Context: an optimization exercise on an open-source flow, tuned for small area, a short achievable clock period and few clock cycles. The choices shown serve that exercise and are no tape-out recipe. In this exercise RTL edits were held to simulation tests only and were not proved equivalent to the original. No activity file was given, so power comes from the tool's default toggle rates.

==> flow/design.v (outline; a module is shown in full before it is edited, if it fits) <==
// module iridium_core: 378 lines
// module ks_add: 38 lines
// module mul32lo: 809 lines
module iridium_core #(
    parameter [31:0] HEAP_CAPACITY = 32'h0010_0000
) (
    input  wire        clk,
    input  wire        rst,           
    input  wire        cmd_valid,
    input  wire        cmd_run,       
    output wire        cmd_ready,
    output reg         done,
    output reg  [1:0]  outcome,       
    output reg  [2:0]  fault_kind,    
    input  wire [31:0] prog_len,
    output wire [31:0] imem_addr,
    input  wire [31:0] imem_rdata,
    output wire [31:0] pc,
    output wire        equal_flag,
    output wire [31:0] remainder,
    output wire [31:0] heap_len,
    input  wire [4:0]  dbg_sel,
    output wire [31:0] dbg_data
);
  // ...
==> flow/run.sh <==
#!/bin/bash
# synth_recipe.tcl (not shown) runs the flow's synth.tcl, then flattens the netlist and writes it again
# the make line also repeats each setting of config.mk as NAME=value (left out here)
make -C /OpenROAD-flow-scripts/flow DESIGN_CONFIG=/design/flow/config.mk WORK_HOME=/design/flow/orfs CLKGATE_MAP_FILE= SYNTH_SCRIPT=/design/flow/synth_recipe.tcl finish
==> flow/config.mk <==
export PLATFORM = sky130hd
export DESIGN_NAME = iridium_core
export DESIGN_NICKNAME = iridium_core
export VERILOG_FILES = /design/flow/design.v
export SDC_FILE = /design/flow/constraint.sdc
export NUM_CORES = 4
export LEC_CHECK = 0
export CAP_MARGIN = 20
export CORE_MARGIN = 2
export CORE_UTILIZATION = 45
export SETUP_SLACK_MARGIN = 4
export SLEW_MARGIN = 20
==> flow/constraint.sdc <==
create_clock -name core_clock -period 12.5 [get_ports {clk}]
set_input_delay 2.5000 -clock core_clock [delete_from_list [all_inputs] [get_ports {clk}]]
set_output_delay 2.5000 -clock core_clock [all_outputs]
set_load 0.01 [all_outputs]
==> flow_summary.ini, run 1 <==
[status]
status = no timing/DRC/antenna violations

[sta]
max_slew_margin = 0.142
clock_skew_ps = 89.2
period_needed_ps = 8700
slew_viol_final = 0
fin_tns_setup_ps = 0

[floorplanning]
core_region_area_um2 = 217000
rows = 171

[final_layout]
buffers = 903
fin_cells = 13600
multi_input_comb_cells = 7902
syn2layout_area_growth_pct = 17.1
seq_cells = 1261
mostFrequentLayoutCells = 1160 x edfxtp_1, 889 x a22oi_1, 713 x nand2_1

[route]
drt_iter0_drc = 18000
wirelength_mm = 563
wl_met2_mm = 230
wl_met1_mm = 195

[setup_path]
cp.arrival_ps = 6200
cpMaxStageDelayCell = a221oi_1
cp.required_ps = 10000
critPathTopFamily = compound AO/OA/AOI/OAI gates

[synthesis]
netlist_area_um2 = 97800
yosys.area.top_type = edfxtp_1
synthesis.instances = 10300
synth_simple_gate_area_frac = 0.151

[clock_network]
clock-sinks = 1261
cts_tree = yes
clk_latency_ps = 900

[worst_hold_path]
hold_class = flip-flop to flip-flop

[placement]
io_buffers = 229

[grt]
antenna_found_initial = 45

[pwr]
power_density_nw_per_um2 = 97.0
Testbench counts, summed over its fixed seeds: cycles 30,311.
==> run 2, diff against run 1 <==
--- a/flow/config.mk
+++ b/flow/config.mk
@@ -7,6 +7,6 @@
 export LEC_CHECK = 0
 export CAP_MARGIN = 20
 export CORE_MARGIN = 2
-export CORE_UTILIZATION = 45
+export CORE_UTILIZATION = 40
 export SETUP_SLACK_MARGIN = 4
 export SLEW_MARGIN = 20
==> flow_summary.ini, run 2 <==
[grt]
grt_pass1_vias = 93500
grt_pass1_wl_mm = 775
grt_max_degree = 82
grt-ovfl-total = 0
grt_use_total = 0.445
antenna_found_initial = 52

[synthesis]
yosys.area.top_type = edfxtp_1
synthTopCellsByArea = edfxtp_1 36%, a22oi_1 6.9%, ha_1 6.6%
synth.most_common_cell = edfxtp_1
synthesis.instances = 10300
netlist_area_um2 = 97800
ys_top_cells_by_count = 1160 x edfxtp_1, 900 x a22oi_1, 730 x nand2_1, 671 x xnor2_1, 653 x nor2_1
synth_seq_area_share = 0.377
ys_ff_latch = 1261
ys.flop_type = edfxtp_1
synth_cell_type_count = 110
avgSynthCellArea_um2 = 9.50
async_flop_share = 0
yosys.area.top_type_share = 0.356
ys_warn_count = 4
synth_edf_count = 1160

[clock_network]
cts_made_buffers = 149
cts_root_buf = clkbuf_16
clock-sinks = 1261
clk_latency_ps = 880
clk_path_buf_depth = 3
path_clk_slew_ps = 60
cts_max_level = 4
cts_tree = yes

[placement]
io_buffers = 229
gpl.final_weighted_congestion = 1.04
post-place-ws_ps = 1670
placed_area_um2 = 105000
hpwl_mm = 392

[floorplanning]
die_h_um = 498
rows = 181
core_region_area_um2 = 243000
design.die.area_um2 = 248000
dieWidth_um = 498
io_pins = 241
initial_utilization = 0.402

[sta]
setup_ws_ps = 3920
hold_violations = 0
slew_viol_final = 3
rsz0062_at_grt = true
fin_tns_setup_ps = 0
clock_skew_ps = 93.6
finalSetupViolations = 0
clock.fmax_ghz = 0.117
period_share = 0.686
period_needed_ps = 8580
max_slew_margin = -0.0436
tightest_slew_ps = 1550

[route]
drt-pass1-iter-count = 10
drt-vias-per-instance = 7.15
drc_errors = 0
vias = 100000
ant_nets = 0
drt_iter0_drc = 17800
wire_per_inst_um = 41.1
wirelength_mm = 578

[final_layout]
final_area_um2 = 116000
regMostFlops = regs
nets = 11500
final_util = 0.476
largestRegisters = regs (1024), dd3 (34)
syn2layout_area_growth_pct = 18.3
nFillCells = 22800
final_common_cell = edfxtp_1
drive_gt1_frac = 0.137
mostFrequentLayoutCells = 1160 x edfxtp_1, 893 x a22oi_1, 714 x nand2_1
largest_register_ffs = 1024

[job]
cap_violations = 1

[worst_hold_path]
hold_class = flip-flop to flip-flop

[setup_path]
cp.arrival_ps = 6080
crit_path_max_fanout = 18
crit_top_cell = buf_4
cp.required_ps = 10000
cpMaxStageDelayCell = clkdlybuf4s50_1
crit_chain = dlygate4sd2_1 -> buf_12 -> mux2i_4 -> buf_4 -> and2_4 -> buf_12 -> a222oi_1 -> and4_2 -> buf_4 -> nand3_1 -> buf_4 -> clkdlybuf4s50_1
crit_type = input port to primary output
slowest_delay_ps = 650
cp-start-kind = input port
worstSetupEndpointType = primary output

[pwr]
leakagePower_uw = 0.0429
vdd_drop_max_mv = 0.117
power_density_nw_per_um2 = 95.6

[status]
so_faults = capacitance limit, slew limit
status = complete, but fails checks
==> run 2: final cells by class <==
cell class / instances / area [µm²] / area share
multi-input cells: 7906 / 58800 / 0.509
diodes: 33 / 82.6 / 0.000714
well taps: 3202 / 4010 / 0.0346
clock buffers: 175 / 3930 / 0.0340
repair buffers: 949 / 9120 / 0.0789
flip-flops and latches: 1261 / 36900 / 0.319
inverters: 423 / 1630 / 0.0141
clock inverters: 97 / 1190 / 0.0103
==> run 2: layer usage <==
layer	up-vias	track usage	routed length [µm]
li1	40000	-	-
met2	8439	0.658	242000
met1	49300	0.538	206000
met3	2645	0.146	75300
met5	-	0.000772	247
met4	32	0.331	54500
==> run 2: metrics by stage <==
stage,hold slack [ps],instances,total power (µW)
after CTS,462,13900,10900
after global placement,452,13500,6240
after detailed placement,453,13500,6240
after floorplan,476,10300,5500
after global routing,492,14000,11200
final,458,14000,11100
==> run 2: timing repair <==
action / in CTS / in global routing
cloned: 14 / 8
hold buffers: 0 / 0
pin swaps: 65 / 53
gates resized for setup: 433 / 213
buffers inserted: 188 / 71
setup endpoints to repair: 1512 / 1448
==> run 2: cell families (layout without fill, tap and decap cells) <==
kind of cell	after synthesis	in the layout	share of synthesized area
other	1	44	0.0000383
XOR/XNOR	873	873	0.0782
AO/OA/AOI/OAI	3199	3201	0.225
AND/OR/NAND/NOR	2965	2967	0.151
adder cells (fa/ha/maj)	718	718	0.107
flip-flops	1261	1261	0.377
multiplexers	131	136	0.0141
buffers and inverters	1148	1644	0.0470
==> run 2: critical path, delay by kind of cell <==
family	cells	cell delay, ps
AO/OA/AOI/OAI	1	190
multiplexers	1	390
buffers and inverters	7	2160
AND/OR/NAND/NOR	3	810
==> run 2: final timing paths <==
path	startpoint	to	slack, ps	cells past startpoint
setup reg to reg	dd[17]	regs[14][31]	4090	24
hold reg to reg	rem_q[26]	rem_q[26]	460	2
hold / removal	rem_q[26]	rem_q[26]	460	2
setup / recovery	imem_rdata[18]	dbg_data[6]	3920	12
==> run 2: power breakdown <==
| part | leakage (µW) | internal [µW] | switching (µW) | total (µW) |
|---|---|---|---|---|
| Sequential | 0.0117 | 4590 | 35.2 | 4630 |
| Clock | 0.00248 | 2610 | 2050 | 4660 |
| Combinational | 0.0287 | 558 | 1210 | 1770 |
| Total | 0.0429 | 7760 | 3300 | 11100 |
==> run 3, diff against run 2 <==
==> flow/flow/run.sh (new file) <==
#!/bin/bash
set -e
export BUFFER_PORTS_ARGS="-buffer_cell sky130_fd_sc_hd__buf_4"
bash standard.sh > flow_standard.log 2>&1
==> flow/standard.sh (new file) <==
#!/bin/bash
# synth_recipe.tcl (not shown) runs the flow's synth.tcl, then flattens the netlist and writes it again
# the make line also repeats each setting of config.mk as NAME=value (left out here)
make -C /OpenROAD-flow-scripts/flow DESIGN_CONFIG=/design/flow/config.mk WORK_HOME=/design/flow/orfs CLKGATE_MAP_FILE= SYNTH_SCRIPT=/design/flow/synth_recipe.tcl "${@:-finish}"
--- a/flow/config.mk
+++ b/flow/config.mk
@@ -8,5 +8,6 @@
 export CAP_MARGIN = 20
 export CORE_MARGIN = 2
 export CORE_UTILIZATION = 40
+export CTS_BUF_LIST = sky130_fd_sc_hd__clkbuf_8 sky130_fd_sc_hd__clkbuf_4
 export SETUP_SLACK_MARGIN = 4
 export SLEW_MARGIN = 20
removed: flow/run.sh
==> flow_summary.ini, run 3 <==
[sta]
tightest_slew_ps = 1240
finalSetupViolations = 0
hold_violations = 0
max_slew_margin = 0.162
period_share = 0.697
clock_skew_ps = 116
fin_tns_setup_ps = 0
clock.fmax_ghz = 0.115
slew_viol_final = 0
rsz0062_at_grt = true
whs_ps = 458
period_needed_ps = 8710

[clock_network]
clk_path_buf_depth = 3
cts_tree = yes
cts.hold.buffers_added = 0
cts_made_buffers = 222
cts_max_level = 4
cts_root_buf = clkbuf_8
path_clk_slew_ps = 60
clk_latency_ps = 1100
clock-sinks = 1261

[synthesis]
synth_top_family_by_area = compound AO/OA/AOI/OAI gates
ys_warn_count = 4
synth-compound-area-share = 0.225
netlist_area_um2 = 97800
synth_edf_count = 1160
synth.mux.area_fraction = 0.0141
avgSynthCellArea_um2 = 9.50
yosys.area.top_type_share = 0.356
yosys.area.top_type = edfxtp_1
synthesis.instances = 10300
ys_ff_latch = 1261
synth_fa_ha_area_frac = 0.107
synth.most_common_cell = edfxtp_1
async_flop_share = 0
synth_simple_gate_area_frac = 0.151
ys.flop_type = edfxtp_1
synthTopCellsByArea = edfxtp_1 36%, a22oi_1 6.9%, ha_1 6.6%
ys_top_cells_by_count = 1160 x edfxtp_1, 900 x a22oi_1, 730 x nand2_1, 671 x xnor2_1, 653 x nor2_1
synth_seq_area_share = 0.377
synth_cell_type_count = 110
synthXorXnorAreaFrac = 0.0782

[worst_hold_path]
hold_path_end = rem_q[30]
hold-path-cell-count = 2
hold_class = flip-flop to flip-flop
hp-start = rem_q[30]

[floorplanning]
dieWidth_um = 498
core_region_area_um2 = 243000
design.die.area_um2 = 248000
initial_utilization = 0.402
io_pins = 241
die_h_um = 498
rows = 181

[grt]
grt_max_degree = 68
grt_pass1_wl_mm = 769
grt_use_total = 0.441
grt-ovfl-total = 0
antenna_found_initial = 48
grt_pass1_vias = 93500

[setup_path]
cp-start-kind = input port
worstReg2RegStart = dd[5]
cp.required_ps = 13170
reg2reg_to = regs[24][29]
crit_path_max_fanout = 29
r2r_slack_ps = 4100
r2r.worst_path.cells = 25
crit_type = input port to flip-flop
cp.arrival_ps = 9380
worstSetupEndpointType = flip-flop

[final_layout]
nFillCells = 23200
regMostFlops = regs
final_area_um2 = 113000
largestRegisters = regs (1024), dd3 (34)
nets = 11400
syn2layout_area_growth_pct = 15.4
mostFrequentLayoutCells = 1160 x edfxtp_1, 896 x a22oi_1, 744 x buf_4
multi_input_area_um2 = 58200
final_common_cell = edfxtp_1
drive_gt1_frac = 0.152
final_util = 0.464
largest_register_ffs = 1024
seq_area_um2 = 36900
fin_cells = 14100

[placement]
hpwl_mm = 390
io_buffers = 229
gpl.final_weighted_congestion = 1.13
numPlacedInstances = 13400
placed_area_um2 = 105000

[route]
vias = 101000
drc_errors = 0
wirelength_mm = 573
drt-pass1-iter-count = 11
drt_iter0_drc = 18700
drt-vias-per-instance = 7.18
ant_nets = 0
wire_per_inst_um = 40.7

[pwr]
power_density_nw_per_um2 = 95.5
vdd_drop_max_mv = 0.106
leakagePower_uw = 0.0422

[job]
cap_violations = 0

[status]
status = no timing/DRC/antenna violations
-- run 3: layout make-up --
class / instances / share of cell area
diodes: 37 / 0.000821
clock buffers: 276 / 0.0309
clock inverters: 131 / 0.0125
inverters: 423 / 0.0145
multi-input cells: 7903 / 0.516
flip-flops and latches: 1261 / 0.327
well taps: 3202 / 0.0355
repair buffers: 836 / 0.0628
-- run 3: how the worst max path moves through the flow --
stage | startpoint | endpoint
finish | imem_rdata[12] | regs[24][28]
global route | dd[5] | regs[16][29]
CTS | imem_rdata[19] | imem_addr[15]
detailed placement | imem_rdata[9] | regs[3][30]
global placement | imem_rdata[8] | regs[3][30]
floorplan | dbg_sel[4] | regs[0][30]
-- run 3: worst max-delay path, cell delays in order --
cell and delay, ps:
buf_4 410, nand3b_1 350, nor2_2 710, buf_4 640, a22oi_1 190, nand4_1 130
or4_1 780, xnor2_1 140, ha_1 290, a21oi_1 160, nor2b_1 60, o21ai_0 160
nand2b_1 110, a21oi_1 170, nor2b_1 60, o21ai_0 230, and3_1 270, a2111oi_4 80
o31a_1 310, nor2_2 300, o31ai_4 130, xnor2_1 720, o22ai_4 390
-- run 3: routing by layer --
metal	part of all wire	global-route usage	vias up
li1	-	-	40000
met4	0.096	0.326	34
met2	0.41	0.635	9264
met3	0.14	0.171	2775
met5	0.0017	0.0193	-
met1	0.35	0.530	49000
-- run 3: repair_timing --
item,in CTS,in global routing
setup endpoints to repair,678,1016
resized for setup,172,167
buffers inserted,107,75
pin swaps,33,39
gates cloned,5,7
-- run 3: through the flow --
stage                     setup WS (ps)  power [µW]
after global placement             1900        6230
after floorplan                    4000        5500
after global routing               3910       10900
final                              3790       10800
after CTS                          3890       10600
after detailed placement           1880        6220
-- run 3: logic make-up (layout without fill, tap and decap cells) --
logic type / count (synthesis) / in the layout
compound gates: 3199 / 3202
mux: 131 / 133
xor+xnor: 873 / 873
buf+inv: 1148 / 1666
simple gates: 2965 / 2966
flops: 1261 / 1261
fa+ha+maj: 718 / 718
other cells: 1 / 48
-- run 3: report_power, final --
part	leakage, µW	internal, µW	switching (µW)	total, µW
clock	0.00254	2350	2040	4390
sequential	0.0117	4590	39.1	4630
combinational	0.0279	507	1240	1750
==> module iridium_core, before the edit <==
module iridium_core #(
    parameter [31:0] HEAP_CAPACITY = 32'h0010_0000
) (
    input  wire        clk,
    input  wire        rst,           
    input  wire        cmd_valid,
    input  wire        cmd_run,       
    output wire        cmd_ready,
    output reg         done,
    output reg  [1:0]  outcome,       
    output reg  [2:0]  fault_kind,    
    input  wire [31:0] prog_len,
    output wire [31:0] imem_addr,
    input  wire [31:0] imem_rdata,
    output wire [31:0] pc,
    output wire        equal_flag,
    output wire [31:0] remainder,
    output wire [31:0] heap_len,
    input  wire [4:0]  dbg_sel,
    output wire [31:0] dbg_data
);
    localparam [1:0] OUT_CONTINUE = 2'd0, OUT_HALT = 2'd1,
                     OUT_EXHAUSTED = 2'd2, OUT_FAULT = 2'd3;
    localparam [2:0] F_NONE = 3'd0, F_INVALID_OPCODE = 3'd1, F_REG_RANGE = 3'd2,
                     F_DIV_ZERO = 3'd3, F_NEG_ALLOC = 3'd4, F_TRUNCATED = 3'd5,
                     F_HEAP_EXHAUSTED = 3'd6;
    localparam [2:0] S_CLR = 3'd0, S_IDLE = 3'd1, S_EXEC = 3'd2, S_FETCH = 3'd3,
                     S_MUL = 3'd4, S_DIV = 3'd5, S_DIVFIN = 3'd6,
                     S_NORM = 3'd7;
    reg [31:0] regs [0:31];
    reg [31:0] pc_q;
    reg        eq_q;
    reg [31:0] rem_q;
    function integer clog2(input [32:0] v);
        integer n;
        begin
            clog2 = 0;
            for (n = 1; n < v; n = n * 2)
                clog2 = clog2 + 1;
        end
    endfunction
    localparam integer HW = clog2(HEAP_CAPACITY + 1);
    reg [HW-1:0] heap_q;     
    reg [2:0]  state;
    reg        run_mode;
    reg [4:0]  rd_q;         
    reg [31:0] dq;           
    reg [31:0] dd;           
    reg [31:0] dr;           
    reg [33:0] dd3;          
    reg [3:0]  dcnt;
    reg        qneg, rneg;
    wire exec = (state == S_EXEC);
    wire [7:0] b0 = imem_rdata[31:24];
    wire [7:0] b1 = imem_rdata[23:16];
    wire [7:0] b2 = imem_rdata[15:8];
    wire [7:0] b3 = imem_rdata[7:0];
    wire [4:0]  ra_sel = (state == S_IDLE) ? dbg_sel : b1[4:0];
    wire [31:0] ra_hot = 32'd1 << ra_sel;
    wire [31:0] rb_hot = 32'd1 << b2[4:0];
    reg  [31:0] va, vb;
    integer ri;
    always @(*) begin
        va = 32'd0;
        vb = 32'd0;
        for (ri = 0; ri < 32; ri = ri + 1) begin
            va = va | ({32{ra_hot[ri]}} & regs[ri]);
            vb = vb | ({32{rb_hot[ri]}} & regs[ri]);
        end
    end
    assign cmd_ready  = (state == S_IDLE);
    assign pc         = pc_q;
    assign equal_flag = eq_q;
    assign remainder  = rem_q;
    assign heap_len   = {{(32-HW){1'b0}}, heap_q};
    assign dbg_data   = va;
    wire op_load = (b0 == 8'd0);
    wire op_add  = (b0 == 8'd1);
    wire op_sub  = (b0 == 8'd2);
    wire op_mul  = (b0 == 8'd3);
    wire op_div  = (b0 == 8'd4);
    wire op_hlt  = (b0 == 8'd5);
    wire op_jmp  = (b0 == 8'd6);
    wire op_jrel = (b0 == 8'd7) || (b0 == 8'd8);
    wire op_eq   = (b0 == 8'd9);
    wire op_neq  = (b0 == 8'd10);
    wire op_gte  = (b0 == 8'd11);
    wire op_lte  = (b0 == 8'd12);
    wire op_lt   = (b0 == 8'd13);
    wire op_gt   = (b0 == 8'd14);
    wire op_jmpe = (b0 == 8'd15);
    wire op_nop  = (b0 == 8'd16);
    wire op_aloc = (b0 == 8'd17);
    wire op_ill  = (b0 > 8'd17);
    wire is_rrr  = op_add | op_sub | op_mul | op_div;
    wire is_cmp  = op_eq | op_neq | op_gte | op_lte | op_lt | op_gt;
    wire jmpe_t  = op_jmpe & eq_q;
    wire jmpe_n  = op_jmpe & ~eq_q;
    wire is_r    = op_jmp | op_jrel | op_aloc | jmpe_t;
    wire        exh   = (pc_q >= prog_len);
    wire [31:0] avail = prog_len - pc_q;
    wire        have1 = (avail[31:1] != 31'd0);
    wire        have2 = (avail[31:2] != 30'd0) || (avail[1:0] == 2'd3);
    wire        have3 = (avail[31:2] != 30'd0);
    wire bad1 = (b1[7:5] != 3'd0);
    wire bad2 = (b2[7:5] != 3'd0);
    wire bad3 = (b3[7:5] != 3'd0);
    wire [31:0] pc1 = pc_q + 32'd1;
    wire [31:0] pc2 = pc_q + 32'd2;
    wire [31:0] pc3 = pc_q + 32'd3;
    wire [31:0] pc4 = pc_q + 32'd4;
    wire jabs = op_jmp | jmpe_t;
    assign imem_addr = !exec ? pc_q : jabs ? va : jmpe_n ? pc1 : op_aloc ? pc2 : pc4;
    wire        sub_mode = ~op_add;
    wire [32:0] addsub;
    ks_add #(.W(33)) u_addsub (.a({va[31], va}), .b({33{sub_mode}} ^ {vb[31], vb}),
                               .cin(sub_mode), .s(addsub));
    wire        s_lt = addsub[32];
    wire        s_eq = (va == vb);
    reg         cmp_res;
    always @(*) begin
        case (1'b1)
            op_eq:   cmp_res = s_eq;
            op_neq:  cmp_res = ~s_eq;
            op_gte:  cmp_res = ~s_lt;
            op_lte:  cmp_res = s_lt | s_eq;
            op_lt:   cmp_res = s_lt;
            default: cmp_res = ~s_lt & ~s_eq;
        endcase
    end
    wire [HW-1:0] heap_room = HEAP_CAPACITY[HW-1:0] - heap_q;
    wire          heap_over = (va[30:HW] != 0) || (va[HW-1:0] > heap_room);
    wire [HW-1:0] heap_new  = heap_q + va[HW-1:0];
    wire [31:0] jrel_tgt = pc2 + va;
    wire [31:0] prod;
    mul32lo u_mul (.a(dq), .b(dd), .p(prod));
    wire [34:0] nd1 = ~{3'b0, dd};
    wire [34:0] nd2 = ~{2'b0, dd, 1'b0};
    wire [34:0] nd3 = ~{1'b0, dd3};
    wire [34:0] x1 = {1'b0, dr, dq[31:30]};
    wire [34:0] t11, t12, t13;
    ks_add #(.W(35)) u_s11 (.a(x1), .b(nd1), .cin(1'b1), .s(t11));
    ks_add #(.W(35)) u_s12 (.a(x1), .b(nd2), .cin(1'b1), .s(t12));
    ks_add #(.W(35)) u_s13 (.a(x1), .b(nd3), .cin(1'b1), .s(t13));
    wire [1:0]  q1 = !t13[34] ? 2'd3 : !t12[34] ? 2'd2 : !t11[34] ? 2'd1 : 2'd0;
    wire [31:0] r1 = !t13[34] ? t13[31:0] : !t12[34] ? t12[31:0] :
                     !t11[34] ? t11[31:0] : x1[31:0];
    wire [34:0] x2 = {1'b0, r1, dq[29:28]};
    wire [34:0] t21, t22, t23;
    ks_add #(.W(35)) u_s21 (.a(x2), .b(nd1), .cin(1'b1), .s(t21));
    ks_add #(.W(35)) u_s22 (.a(x2), .b(nd2), .cin(1'b1), .s(t22));
    ks_add #(.W(35)) u_s23 (.a(x2), .b(nd3), .cin(1'b1), .s(t23));
    wire [1:0]  q2 = !t23[34] ? 2'd3 : !t22[34] ? 2'd2 : !t21[34] ? 2'd1 : 2'd0;
    wire [31:0] r2 = !t23[34] ? t23[31:0] : !t22[34] ? t22[31:0] :
                     !t21[34] ? t21[31:0] : x2[31:0];
    wire [31:0] st_r = r2;
    wire [31:0] st_q = {dq[27:0], q1, q2};
    function [5:0] blen(input [31:0] x);
        reg [31:0] pre, lead;
        integer j, l;
        begin
            pre = x;
            for (l = 1; l < 32; l = l * 2)
                pre = pre | (pre >> l);
            lead = pre & ~(pre >> 1);
            blen = 6'd0;
            for (j = 0; j < 32; j = j + 1)
                blen = blen | ({6{lead[j]}} & (j + 1));
        end
    endfunction
    wire [5:0]  bl_n  = blen(dq);
    wire [5:0]  bl_d  = blen(dd);
    wire [6:0]  qbits = {1'b0, bl_n} - {1'b0, bl_d} + 7'd1;    
    wire        qzero = (bl_n < bl_d);
    wire [3:0]  n_m   = qzero ? 4'd0 : qbits[5:2] + {3'd0, qbits[1:0] != 2'd0};
    wire [5:0]  n_s   = 6'd32 - {n_m, 2'b0};
    wire [31:0] n_rot = (dq << n_s[4:0]) | (dq >> (6'd32 - {1'b0, n_s[4:0]}));
    wire [31:0] n_msk = ~(32'hffff_ffff << n_s);
    wire [31:0] n_r   = n_rot & n_msk;
    wire [31:0] n_q   = n_rot & ~n_msk;
    wire [31:0] va_abs = va[31] ? -va : va;
    wire [31:0] vb_abs = vb[31] ? -vb : vb;
    reg  [1:0]  x_oc;
    reg  [2:0]  x_fk;
    reg         x_end;       
    reg  [31:0] x_pc;
    reg         x_wr;        
    reg  [4:0]  x_wa;
    reg  [31:0] x_wd;
    reg         x_eq_wr;
    reg         x_heap_wr;
    reg         x_mul, x_div;
    reg         x_jump;      
    always @(*) begin
        x_oc = OUT_CONTINUE;
        x_fk = F_NONE;
        x_end = 1'b0;
        x_pc = pc4;
        x_wr = 1'b0;
        x_wa = op_load ? b1[4:0] : b3[4:0];
        x_wd = op_load ? {16'd0, b2, b3} : addsub[31:0];
        x_eq_wr = 1'b0;
        x_heap_wr = 1'b0;
        x_mul = 1'b0;
        x_div = 1'b0;
        x_jump = 1'b0;
        if (exh) begin
            x_pc = pc_q;
            x_oc = OUT_EXHAUSTED;
            x_end = 1'b1;
        end else if (op_ill) begin
            x_pc = pc1; x_oc = OUT_FAULT; x_fk = F_INVALID_OPCODE; x_end = 1'b1;
        end else if (op_hlt) begin
            x_pc = pc1; x_oc = OUT_HALT; x_end = 1'b1;
        end else if (op_nop) begin
            x_pc = pc4;
        end else if (jmpe_n) begin
            x_pc = pc1;
        end else if (!have1) begin
            x_pc = pc1; x_oc = OUT_FAULT; x_fk = F_TRUNCATED; x_end = 1'b1;
        end else if (bad1) begin
            x_pc = pc2; x_oc = OUT_FAULT; x_fk = F_REG_RANGE; x_end = 1'b1;
        end else if (op_load) begin
            if (!have3) begin
                x_pc = pc2; x_oc = OUT_FAULT; x_fk = F_TRUNCATED; x_end = 1'b1;
            end else begin
                x_pc = pc4; x_wr = 1'b1;
            end
        end else if (is_r) begin
            x_pc = pc2;
            if (op_aloc) begin
                if (va[31]) begin
                    x_oc = OUT_FAULT; x_fk = F_NEG_ALLOC; x_end = 1'b1;
                end else if (heap_over) begin
                    x_oc = OUT_FAULT; x_fk = F_HEAP_EXHAUSTED; x_end = 1'b1;
                end else begin
                    x_heap_wr = 1'b1;
                end
            end else if (op_jrel) begin
                x_pc = jrel_tgt; x_jump = 1'b1;
            end else begin
                x_pc = va;
            end
        end else if (!have2) begin
            x_pc = pc2; x_oc = OUT_FAULT; x_fk = F_TRUNCATED; x_end = 1'b1;
        end else if (bad2) begin
            x_pc = pc3; x_oc = OUT_FAULT; x_fk = F_REG_RANGE; x_end = 1'b1;
        end else if (!have3) begin
            x_pc = pc3; x_oc = OUT_FAULT; x_fk = F_TRUNCATED; x_end = 1'b1;
        end else if (is_rrr && bad3) begin
            x_pc = pc4; x_oc = OUT_FAULT; x_fk = F_REG_RANGE; x_end = 1'b1;
        end else if (is_cmp) begin
            x_eq_wr = 1'b1;
        end else if (op_mul) begin
            x_mul = 1'b1;
        end else if (op_div) begin
            if (vb == 32'd0) begin
                x_oc = OUT_FAULT; x_fk = F_DIV_ZERO; x_end = 1'b1;
            end else begin
                x_div = 1'b1;
            end
        end else begin
            x_wr = 1'b1;     
        end
    end
    reg        w_en;
    reg [4:0]  w_a;
    reg [31:0] w_d;
    always @(*) begin
        w_en = 1'b0;
        w_a  = rd_q;
        w_d  = 32'd0;
        case (state)
            S_CLR:    begin w_en = 1'b1; w_d = 32'd0; end
            S_EXEC:   begin w_en = x_wr; w_a = x_wa; w_d = x_wd; end
            S_MUL:    begin w_en = 1'b1; w_d = prod; end
            S_DIVFIN: begin w_en = 1'b1; w_d = qneg ? -dq : dq; end
            default:  ;
        endcase
    end
    always @(posedge clk) begin
        if (w_en)
            regs[w_a] <= w_d;
    end
    always @(posedge clk) begin
        if (rst) begin
            pc_q       <= 32'd0;
            eq_q       <= 1'b0;
            rem_q      <= 32'd0;
            heap_q     <= {HW{1'b0}};
            state      <= S_CLR;
            run_mode   <= 1'b0;
            done       <= 1'b0;
            outcome    <= OUT_CONTINUE;
            fault_kind <= F_NONE;
            rd_q       <= 5'd0;
        end else begin
            done <= 1'b0;
            case (state)
                S_CLR: begin
                    rd_q <= rd_q + 5'd1;
                    if (rd_q == 5'd31)
                        state <= S_IDLE;
                end
                S_IDLE: begin
                    if (cmd_valid) begin
                        run_mode <= cmd_run;
                        state    <= S_EXEC;
                    end
                end
                S_FETCH: state <= S_EXEC;
                S_EXEC: begin
                    pc_q <= x_pc;
                    if (x_eq_wr)
                        eq_q <= cmp_res;
                    if (x_heap_wr)
                        heap_q <= heap_new;
                    rd_q <= b3[4:0];
                    if (x_end) begin
                        finish(x_oc, x_fk);
                    end else if (x_mul) begin
                        state <= S_MUL;
                    end else if (x_div) begin
                        state <= S_NORM;
                    end else if (!run_mode) begin
                        finish(OUT_CONTINUE, F_NONE);
                    end else if (x_jump) begin
                        state <= S_FETCH;
                    end
                end
                S_MUL: step_continue();
                S_NORM: state <= qzero ? S_DIVFIN : S_DIV;
                S_DIV: begin
                    if (dcnt == 4'd1)
                        state <= S_DIVFIN;
                end
                S_DIVFIN: begin
                    rem_q <= rneg ? -dr : dr;
                    step_continue();
                end
                default: state <= S_IDLE;
            endcase
        end
    end
    always @(posedge clk) begin
        if (exec) begin
            dq   <= op_div ? va_abs : va;
            dd   <= op_div ? vb_abs : vb;
            qneg <= va[31] ^ vb[31];
            rneg <= va[31];
        end else if (state == S_NORM) begin
            dq   <= n_q;
            dr   <= n_r;
            dcnt <= n_m;
            dd3  <= {2'b0, dd} + {1'b0, dd, 1'b0};
        end else if (state == S_DIV) begin
            dq   <= st_q;
            dr   <= st_r;
            dcnt <= dcnt - 4'd1;
        end
    end
    task finish(input [1:0] oc, input [2:0] fk);
        begin
            done       <= 1'b1;
            outcome    <= oc;
            fault_kind <= fk;
            state      <= S_IDLE;
        end
    endtask
    task step_continue;
        begin
            if (run_mode)
                state <= S_EXEC;
            else
                finish(OUT_CONTINUE, F_NONE);
        end
    endtask
endmodule
==> run 4, diff against run 3 <==
--- a/flow/design.v
+++ b/flow/design.v
@@ -178,6 +178,8 @@
     wire [31:0] n_msk = ~(32'hffff_ffff << n_s);
     wire [31:0] n_r   = n_rot & n_msk;
     wire [31:0] n_q   = n_rot & ~n_msk;
+    wire [31:0] rem_mag = (state == S_NORM) ? dq : dr;
+    wire [31:0] rem_fix = rneg ? -rem_mag : rem_mag;
     wire [31:0] va_abs = va[31] ? -va : va;
     wire [31:0] vb_abs = vb[31] ? -vb : vb;
     reg  [1:0]  x_oc;
@@ -274,6 +276,7 @@
             S_CLR:    begin w_en = 1'b1; w_d = 32'd0; end
             S_EXEC:   begin w_en = x_wr; w_a = x_wa; w_d = x_wd; end
             S_MUL:    begin w_en = 1'b1; w_d = prod; end
+            S_NORM:   begin w_en = qzero; w_d = 32'd0; end
             S_DIVFIN: begin w_en = 1'b1; w_d = qneg ? -dq : dq; end
             default:  ;
         endcase
@@ -329,19 +332,28 @@
                     end
                 end
                 S_MUL: step_continue();
-                S_NORM: state <= qzero ? S_DIVFIN : S_DIV;
+                S_NORM: begin
+                    if (qzero) begin
+                        rem_q <= rem_fix;
+                        step_continue();
+                    end else begin
+                        state <= S_DIV;
+                    end
+                end
                 S_DIV: begin
                     if (dcnt == 4'd1)
                         state <= S_DIVFIN;
                 end
                 S_DIVFIN: begin
-                    rem_q <= rneg ? -dr : dr;
+                    rem_q <= rem_fix;
                     step_continue();
                 end
                 default: state <= S_IDLE;
             endcase
         end
     end
+    always @(posedge clk)
+        dd3 <= {2'b0, dd} + {1'b0, dd, 1'b0};
     always @(posedge clk) begin
         if (exec) begin
             dq   <= op_div ? va_abs : va;
@@ -352,7 +364,6 @@
             dq   <= n_q;
             dr   <= n_r;
             dcnt <= n_m;
-            dd3  <= {2'b0, dd} + {1'b0, dd, 1'b0};
         end else if (state == S_DIV) begin
             dq   <= st_q;
             dr   <= st_r;
==> flow/run.sh (new file) <==
#!/bin/bash
# synth_recipe.tcl (not shown) runs the flow's synth.tcl, then flattens the netlist and writes it again
# the make line also repeats each setting of config.mk as NAME=value (left out here)
make -C /OpenROAD-flow-scripts/flow DESIGN_CONFIG=/design/flow/config.mk WORK_HOME=/design/flow/orfs CLKGATE_MAP_FILE= SYNTH_SCRIPT=/design/flow/synth_recipe.tcl finish
==> flow/config.mk (replaced) <==
export PLATFORM = sky130hd
export DESIGN_NAME = iridium_core
export DESIGN_NICKNAME = iridium_core
export VERILOG_FILES = /design/flow/design.v
export SDC_FILE = /design/flow/constraint.sdc
export NUM_CORES = 4
export LEC_CHECK = 0
export CAP_MARGIN = 30
export CORE_MARGIN = 2
export CORE_UTILIZATION = 45
export SETUP_SLACK_MARGIN = 4
export SLEW_MARGIN = 30
removed: flow/flow/run.sh
removed: flow/standard.sh
==> flow_summary.ini, run 4 <==
[status]
status = no timing/DRC/antenna violations

[clock_network]
clk_path_buf_depth = 3
cts_max_level = 4
cts.hold.buffers_added = 0
clk_latency_ps = 860
cts_made_buffers = 146
cts_tree = yes
clock-sinks = 1261
path_clk_slew_ps = 60
cts_root_buf = clkbuf_16

[synthesis]
async_flop_share = 0
ys_top_cells_by_count = 1126 x edfxtp_1, 875 x a22oi_1, 768 x nand2_1, 708 x xnor2_1, 630 x nor2_1
synth_edf_count = 1126
ys_ff_latch = 1261
synth_seq_area_share = 0.377
ys.flop_type = edfxtp_1
netlist_area_um2 = 96900
yosys.area.top_type_share = 0.349
ys_warn_count = 4
avgSynthCellArea_um2 = 9.48
synth_cell_type_count = 102
yosys.area.top_type = edfxtp_1
synthTopCellsByArea = edfxtp_1 35%, a22oi_1 6.8%, ha_1 6.7%
synth.most_common_cell = edfxtp_1
synthesis.instances = 10200

[placement]
post-place-ws_ps = 1310
io_buffers = 229
hpwl_mm = 378
gpl.final_weighted_congestion = 1.07

[grt]
grt-ovfl-total = 0
antenna_found_initial = 45
grt_max_degree = 59
grt_use_total = 0.493
grt_pass1_wl_mm = 755
grt_pass1_vias = 93600

[floorplanning]
dieWidth_um = 468
initial_utilization = 0.452
rows = 170
die_h_um = 468
io_pins = 241
design.die.area_um2 = 219000
core_region_area_um2 = 214000

[setup_path]
crit_chain = clkdlybuf4s15_2 -> buf_8 -> nor4bb_4 -> buf_4 -> nand3_1 -> a21oi_4 -> buf_6 -> a222oi_1 -> nand4_1 -> buf_6 -> nor2_1 -> a21oi_1 -> nand2_1 -> o21ai_0 -> clkdlybuf4s50_1
crit_path_max_fanout = 12
cp.arrival_ps = 6210
r2r_slack_ps = 4070
cp-start-kind = input port
cpMaxStageDelayCell = clkdlybuf4s50_1
critPathTopFamily = buffers and inverters
crit_top_cell = buf_6
cp.required_ps = 10000
crit_type = input port to primary output
worstSetupEndpointType = primary output
slowest_delay_ps = 590
cp_num_buf_inv = 6

[route]
ant_nets = 0
drt-vias-per-instance = 7.44
dr_wl_met3_mm = 84.8
drc_errors = 0
wl_met2_mm = 223
top_layer = met5
drt-pass1-iter-count = 14
wl_met1_mm = 193
wirelength_mm = 560
drt_iter0_drc = 19000
wire_per_inst_um = 41.2
vias = 101000

[sta]
rsz0062_at_grt = true
setup_ws_ps = 3790
max_slew_margin = 0.212
fin_tns_setup_ps = 0
whs_ps = 462
clock.fmax_ghz = 0.115
period_needed_ps = 8710
clock_skew_ps = 75.5
slew_viol_final = 0
period_share = 0.697
hold_violations = 0
finalSetupViolations = 0
tightest_slew_ps = 1180

[job]
cap_violations = 0

[final_layout]
final_util = 0.536
seq_area_um2 = 36500
largest_register_ffs = 1024
largestRegisters = regs (1024), dd3 (34)
final_common_cell = edfxtp_1
nets = 11400
mostFrequentLayoutCells = 1126 x edfxtp_1, 869 x a22oi_1, 750 x nand2_1
drive_gt1_frac = 0.144
nFillCells = 19100
regMostFlops = regs
syn2layout_area_growth_pct = 18.4
multi_input_area_um2 = 59000

[pwr]
vdd_drop_max_mv = 0.172
finalPower_uw = 11200
leakagePower_uw = 0.0415
power_density_nw_per_um2 = 97.8

[worst_hold_path]
hold_class = flip-flop to flip-flop
## run 4: cell types whose count changed after synthesis, moves of 25 or more
cell      before   now
a211oi_1     134    80
xnor2_1      671   708
a22oi_1      900   875
nand2_1      730   768
clkbuf_1     524   557
and3_1       198   127
dfxtp_1      101   135
a21oi_1      555   587
o21a_1        81    44
edfxtp_1    1160  1126
a221oi_1      82   112
a22o_1        69   111
## run 4: area by class of cell
type,instances,share of cell area
timing repair buffer,945,0.0774
antenna,25,0.000545
tap,2838,0.0309
multi-input combinational,7838,0.514
clock inverter,92,0.0106
sequential,1261,0.318
inverter,419,0.0142
clock buffer,174,0.0338
## run 4: cells by family (layout without fill, tap and decap cells)
logic type	after synthesis	count (layout)	share of synthesized area
AO/OA/AOI/OAI	3164	3174	0.225
AND/OR/NAND/NOR	2886	2888	0.147
flip-flops	1261	1261	0.377
buffers and inverters	1141	1630	0.0454
XOR/XNOR	893	893	0.0807
adder cells (fa/ha/maj)	721	721	0.108
multiplexers	151	151	0.0165
other	1	36	0.0000387
## run 4: path summary, 6_finish.rpt
check / start / end / cells past startpoint
hold / removal: rem_q[19] / rem_q[19] / 2
setup / recovery: dbg_sel[3] / imem_addr[15] / 15
setup reg to reg: dq[30] / dr[3] / 37
hold reg to reg: rem_q[19] / rem_q[19] / 2
## run 4: report_power, final
group	internal, µW	leakage, µW	total [µW]	switching, µW
combinational	632	0.0284	1960	1330
clock	2640	0.00244	4660	2020
sequential	4570	0.0106	4600	28.7
## run 4: worst min-delay path, cell delays in order, from the launching register on
cell and delay (ps):
dfxtp_1 310, nand2_1 50, a21oi_1 50
## run 4: timing repair
item	in CTS	in global routing
pin swaps	67	87
gates cloned	11	5
gates resized for setup	449	235
buffers inserted	184	77
setup endpoints to repair	1405	936
## run 4: layer usage
layer  track usage  up-vias
met2         0.697     9627
met5       0.00505        -
met3         0.195     2960
met1         0.593    48800
met4         0.392       20
li1              -    39700
## run 4: through the flow
stage	cells	instance area (µm²)
3_3_place_gp	13000	104000
6_report	13600	115000
2_1_floorplan	10200	97200
4_1_cts	13500	113000
5_1_grt	13600	115000
3_5_place_dp	13000	105000
Testbench counts of run 4, summed over its fixed seeds: cycles 29,966.

re-timing with driven ports:
In the flow no input, the clock included, has a driving cell. The finished layouts below were timed again as built, in two steps. Step 1 sets driving cells, clkbuf_16 on the clock port and buf_2 on the other inputs (assumed; they add their load-dependent delay and slew). Step 2, shift: input delay + t, output delay - t, t = (earliest + latest rising clock arrival at the registers) / 2. This alone moves slack from input paths to output paths. Three values: ideal ports, drivers, drivers and shift; two values: the first two.
run	t, ns	slack for setup (ns)	worst hold slack (ns)	clock arrival spread, ns
run 1	0.950	3.797 / 3.768 / 3.078	0.457 / 0.457 / 0.457	0.089 / 0.090
run 2	0.945	3.919 / 3.902 / 3.196	0.458 / 0.458 / 0.458	0.094 / 0.094
run 3	1.137	3.791 / 3.799 / 2.726	0.458 / 0.458 / 0.458	0.117 / 0.116
run 4	0.923	3.794 / 3.771 / 3.082	0.462 / 0.462 / 0.462	0.075 / 0.076
For run 3, which loses most, drivers alone change the setup slack by +0.008 ns; drivers and shift together by -1.065 ns.
